Source: an optimization exercise on an open RTL-to-GDS flow (aim: small area and few clock cycles per item). Production flows keep margins and buffers that such runs may drop.
In this exercise RTL edits were held to simulation tests only and were not proved equivalent to the original.

==> module bbe_getput, before the edit <==
module bbe_getput (
    input  wire        clk,
    input  wire        rst,
    input  wire        in_valid,
    output wire        in_ready,
    input  wire        in_op,       
    input  wire [6:0]  in_n,        
    input  wire [63:0] in_base,
    input  wire [63:0] in_len,
    input  wire [63:0] in_cap,
    input  wire [63:0] in_pos,
    input  wire [71:0] in_win,      
    input  wire [63:0] in_val,
    output wire        out_valid,
    output wire [1:0]  out_code,    
    output wire [63:0] out_x,
    output wire [63:0] out_base,
    output wire [63:0] out_len,
    output wire [63:0] out_cap,
    output wire [63:0] out_pos,
    output wire [71:0] out_wdata,
    output wire [8:0]  out_wmask    
);
    localparam [1:0] C_OK      = 2'd0;
    localparam [1:0] C_ILLEGAL = 2'd1;
    localparam [1:0] C_DESC    = 2'd2;
    localparam [1:0] C_BOUNDS  = 2'd3;
    localparam integer LO = 14;     
    localparam integer HI = 33 - LO;
    assign in_ready = 1'b1;
    function [33:0] rca;
        input [32:0] a, b;
        input        ci;
        input integer w;
        reg   [33:0] c;
        integer      k;
        begin
            rca = 34'd0;
            c = 34'd0;
            c[0] = ci;
            for (k = 0; k < 33; k = k + 1)
                if (k < w) begin
                    rca[k] = a[k] ^ b[k] ^ c[k];
                    c[k+1] = (a[k] & b[k]) | (a[k] & c[k]) | (b[k] & c[k]);
                end
            rca[33] = c[w];
        end
    endfunction
    function carry;
        input [63:0] g0, p0;
        input integer w;
        reg   [63:0] g, p;
        integer      i, k;
        begin
            g = g0;
            p = p0;
            for (k = 1; k < 64; k = k * 2)
                for (i = 0; i + k < 64; i = i + 2 * k)
                    if (i + k < w) begin
                        g[i] = g[i + k] | (p[i + k] & g[i]);
                        p[i] = p[i + k] & p[i];
                    end
            carry = g[0];
        end
    endfunction
    wire [2:0]  s        = in_pos[2:0];
    wire [6:0]  sn       = {4'd0, s} + in_n;       
    wire        illegal  = in_n[6] & (|in_n[5:0]);             
    wire        len_gt   = (|in_len[63:33]) |
                           carry({31'd0, in_len[32:0] & ~in_cap[32:0]},
                                 {31'd0, in_len[32:0] | ~in_cap[32:0]}, 33);
    wire [32:0] da       = in_base[32:0];
    wire [32:0] db       = in_cap[32:0];
    wire [33:0] dC       = {da[32] & db[32], da[31:0] | db[31:0], 1'b0};
    reg  [32:0] dg, dp;
    integer     b;
    always @(*) begin
        for (b = 0; b < 33; b = b + 1)
            if (b < 32) begin
                dg[b] = (da[b] & db[b] & dC[b]) | (~da[b] & ~db[b] & dC[b]);
                dp[b] = ((da[b] & db[b]) | dC[b]) | (~da[b] & ~db[b]);
            end else begin
                dg[b] = (da[b] & ~db[b] & dC[b]) | (~da[b] & db[b] & dC[b]);
                dp[b] = ((da[b] & ~db[b]) | dC[b]) | (~da[b] & db[b]);
            end
    end
    wire        bc_big   = (|in_base[63:33]) | (|in_cap[63:33]) | dC[33] |
                           carry({31'd0, dg}, {31'd0, dp}, 33);
    wire        desc_bad = len_gt | bc_big;
    wire [33:0] q_full   = {1'b0, in_pos[35:3]} + {30'd0, sn[6:3]};
    wire [32:0] q        = q_full[32:0];
    wire [34:0] bq       = {q_full, |sn[2:0]};
    wire [34:0] bl       = ~{1'b0, in_len[32:0], 1'b0};
    wire        bounds_bad = (|in_pos[63:36]) |
                             carry({29'd0, bq & bl}, {29'd0, bq | bl}, 35);
    wire [1:0]  code = illegal  ? C_ILLEGAL :
                       desc_bad ? C_DESC    :
                       bounds_bad ? C_BOUNDS : C_OK;
    wire        ok   = ~illegal & ~desc_bad & ~bounds_bad;
    wire [33:0] b_lo = rca(in_base[32:0], q, 1'b0, LO);
    wire [33:0] l_lo = rca(in_len[32:0], ~q, 1'b1, LO);
    wire [33:0] c_lo = rca(in_cap[32:0], ~q, 1'b1, LO);
    reg         r_valid;
    reg  [1:0]  r_code;
    reg         r_op;
    reg  [6:0]  r_sn;           
    reg  [63:0] r_base, r_len, r_cap, r_val;
    reg  [63:0] r_pos;          
    reg  [71:0] r_win;
    reg         r_bc, r_lc, r_cc;          
    always @(posedge clk) begin
        if (rst)
            r_valid <= 1'b0;
        else
            r_valid <= in_valid;
    end
    always @(posedge clk) begin
        r_code <= code;
        r_op   <= in_op;
        r_sn   <= ok ? sn : {4'd0, s};
        r_base <= {in_base[63:LO], ok ? b_lo[LO-1:0] : in_base[LO-1:0]};
        r_len  <= {in_len[63:LO],  ok ? l_lo[LO-1:0] : in_len[LO-1:0]};
        r_cap  <= {in_cap[63:LO],  ok ? c_lo[LO-1:0] : in_cap[LO-1:0]};
        r_pos  <= {in_pos[63:36], ok ? q[32:LO] : in_pos[35:3+LO], in_pos[2+LO:0]};
        r_win  <= in_win;
        r_val  <= in_val;
        r_bc   <= ok & b_lo[33];
        r_lc   <= ~ok | l_lo[33];
        r_cc   <= ~ok | c_lo[33];
    end
    wire        r_ok = (r_code == C_OK);
    wire [32:0] qg   = {{LO{1'b0}}, r_pos[35:3+LO] & {HI{r_ok}}};
    wire [33:0] b_hi = rca({{LO{1'b0}}, r_base[32:LO]}, qg, r_bc, HI);
    wire [33:0] l_hi = rca({{LO{1'b0}}, r_len[32:LO]}, ~qg, r_lc, HI);
    wire [33:0] c_hi = rca({{LO{1'b0}}, r_cap[32:LO]}, ~qg, r_cc, HI);
    assign out_valid = r_valid;
    assign out_code  = r_code;
    assign out_base  = {r_base[63:33], b_hi[HI-1:0], r_base[LO-1:0]};
    assign out_len   = {r_len[63:33],  l_hi[HI-1:0], r_len[LO-1:0]};
    assign out_cap   = {r_cap[63:33],  c_hi[HI-1:0], r_cap[LO-1:0]};
    assign out_pos   = {r_pos[63:36], r_pos[35:3] & {33{~r_ok}}, r_sn[2:0]};
    wire [2:0]  rs = r_pos[2:0];
    wire [6:0]  sh = 7'd72 - r_sn;                
    reg  [71:0] win_m;
    integer i;
    always @(*) begin
        win_m = r_win;
        for (i = 0; i < 7; i = i + 1)
            if (i < rs) win_m[71 - i] = 1'b0;
    end
    reg  [71:0] rev_val;
    always @(*) begin
        for (i = 0; i < 72; i = i + 1)
            rev_val[i] = (i >= 8) ? r_val[71 - i] : 1'b0;
    end
    wire [71:0] sh_in  = r_op ? rev_val : win_m;
    wire [71:0] sh_out = sh_in >> sh;
    assign out_x = sh_out[63:0] & {64{~r_op}};
    reg  [71:0] put_data;
    reg  [8:0]  put_mask;
    always @(*) begin
        for (i = 0; i < 72; i = i + 1)
            put_data[71 - i] = (r_op && (i < r_sn) && (i >= rs)) ? sh_out[i] : r_win[71 - i];
        put_mask[8] = r_op && (r_sn > {4'd0, rs});
        for (i = 1; i < 9; i = i + 1)
            put_mask[8 - i] = r_op && (8 * i < r_sn);
    end
    assign out_wdata = put_data;
    assign out_wmask = put_mask;
endmodule
export LEC_CHECK = 0
export CAP_MARGIN = 20
export CORE_MARGIN = 2
export CORE_UTILIZATION = 40
export SLEW_MARGIN = 20
create_clock -name core_clock -period 12.0 [get_ports {clk}]
standard.sh (not shown) runs the stock make flow with config.mk's settings and CLKGATE_MAP_FILE= SYNTH_SCRIPT=/design/flow/synth_recipe.tcl, a recipe that flattens the netlist after the stock synthesis.
==> flow/flow/run.sh <==
#!/bin/bash
# The standard layout (standard.sh: ORFS synthesis to final layout) with
# three changes, all in how the layout is made:
#  1. Synthesis is ORFS's synthesis exactly as synth_recipe.tcl runs it, except
#     that the ABC technology-mapping step uses flow/abc_area.script, an
#     area-oriented mapping script (delay relaxed, more area-recovery rounds),
#     in place of ORFS's abc_speed.script. Registers are mapped before ABC
#     runs, so they are the standard synthesis's registers.
#  2. The port buffers that ORFS's global placement inserts are made from the
#     smallest buffer cell, sky130_fd_sc_hd__buf_1, in place of the default
#     clkdlybuf4s50_1; every input and output port still gets its own buffer.
#  3. Clock tree synthesis clusters up to 26 sinks per leaf buffer and
#     inserts no dummy loads.
# Each tool's output goes to a log in this folder (and ORFS's own logs under
# orfs/logs).
set -euo pipefail
here=$(pwd)

# synthesis script: ORFS's synth.tcl with the ABC script replaced
sed 's|^  log_cmd abc {\*}\$abc_args$|  log_cmd abc {*}[lreplace $abc_args 1 1 '"$here"'/flow/abc_area.script]|' \
    "$FLOW_HOME/scripts/synth.tcl" > "$here/synth_area.tcl"
grep -q 'flow/abc_area.script' "$here/synth_area.tcl"
sed 's|\$::env(SCRIPTS_DIR)/synth.tcl|'"$here"'/synth_area.tcl|' \
    "$here/synth_recipe.tcl" > "$here/synth_recipe_area.tcl"
grep -q 'synth_area.tcl' "$here/synth_recipe_area.tcl"
sed 's|SYNTH_SCRIPT=[^ ]*synth_recipe.tcl|SYNTH_SCRIPT='"$here"'/synth_recipe_area.tcl|' \
    "$here/standard.sh" > "$here/standard_area.sh"
grep -q 'synth_recipe_area.tcl' "$here/standard_area.sh"

export BUFFER_PORTS_ARGS="-buffer_cell sky130_fd_sc_hd__buf_1"
export CTS_ARGS="-sink_clustering_enable -repair_clock_nets -dont_use_dummy_load -sink_clustering_size 26 -sink_clustering_max_diameter 100 -buf_list sky130_fd_sc_hd__clkbuf_16"
bash "$here/standard_area.sh" > "$here/standard_make.log" 2>&1
==> flow/flow/abc_area.script <==
&get -n
&st
&dc2
&syn2
&dch -f
&nf -R 1000 -C 32 -F 8 -A 4
&put
topo
stime -c
Testbench counts at the start, summed over its fixed seeds: cycles 24,000, items 24,000.
Change:
--- a/flow/design.v
+++ b/flow/design.v
@@ -70,23 +70,13 @@
                            carry({31'd0, in_len[32:0] & ~in_cap[32:0]},
                                  {31'd0, in_len[32:0] | ~in_cap[32:0]}, 33);
     wire [32:0] da       = in_base[32:0];
     wire [32:0] db       = in_cap[32:0];
+    wire [33:0] dS       = {1'b1, da[32] ^ db[32], ~(da[31:0] ^ db[31:0])};
     wire [33:0] dC       = {da[32] & db[32], da[31:0] | db[31:0], 1'b0};
-    reg  [32:0] dg, dp;
-    integer     b;
-    always @(*) begin
-        for (b = 0; b < 33; b = b + 1)
-            if (b < 32) begin
-                dg[b] = (da[b] & db[b] & dC[b]) | (~da[b] & ~db[b] & dC[b]);
-                dp[b] = ((da[b] & db[b]) | dC[b]) | (~da[b] & ~db[b]);
-            end else begin
-                dg[b] = (da[b] & ~db[b] & dC[b]) | (~da[b] & db[b] & dC[b]);
-                dp[b] = ((da[b] & ~db[b]) | dC[b]) | (~da[b] & db[b]);
-            end
-    end
     wire        bc_big   = (|in_base[63:33]) | (|in_cap[63:33]) | dC[33] |
-                           carry({31'd0, dg}, {31'd0, dp}, 33);
+                           carry({31'd0, dS[32:0] & dC[32:0]},
+                                 {31'd0, dS[32:0] | dC[32:0]}, 33);
     wire        desc_bad = len_gt | bc_big;
     wire [33:0] q_full   = {1'b0, in_pos[35:3]} + {30'd0, sn[6:3]};
     wire [32:0] q        = q_full[32:0];
     wire [34:0] bq       = {q_full, |sn[2:0]};
Result: Via count goes down by 2.3%; non-clock buffer count goes down by 2; cell area hardly moves; utilization stays flat; flip-flop and latch count stays the same.
Testbench counts after the change, summed over its fixed seeds: cycles 24,000, items 24,000.

-- what the ideal ports hide --
How much do the figures lean on ideal ports? The routed layouts below were timed once more, with nothing changed but the port constraints. Step 1 assumes that a clkbuf_16 drives the clock port and a buf_2 every other input. Step 2 also shifts input and output timing later by t, the mid clock arrival at the registers, as if the neighbouring blocks saw the same clock. a / b / c = no drivers / after step 1 / after step 2; a / b = the first two.
| run | shift t [ns] | setup WS [ns] | clock arrival spread, ns | worst slew at a driven data input, ns |
|---|---|---|---|---|
| the first run | 0.627 | 0.719 / 0.655 / 1.282 | 0.057 / 0.057 | 0.18 |
| the second run | 0.622 | 0.571 / 0.506 / 1.128 | 0.050 / 0.050 | 0.18 |
After both steps setup and hold are still met in every run listed.
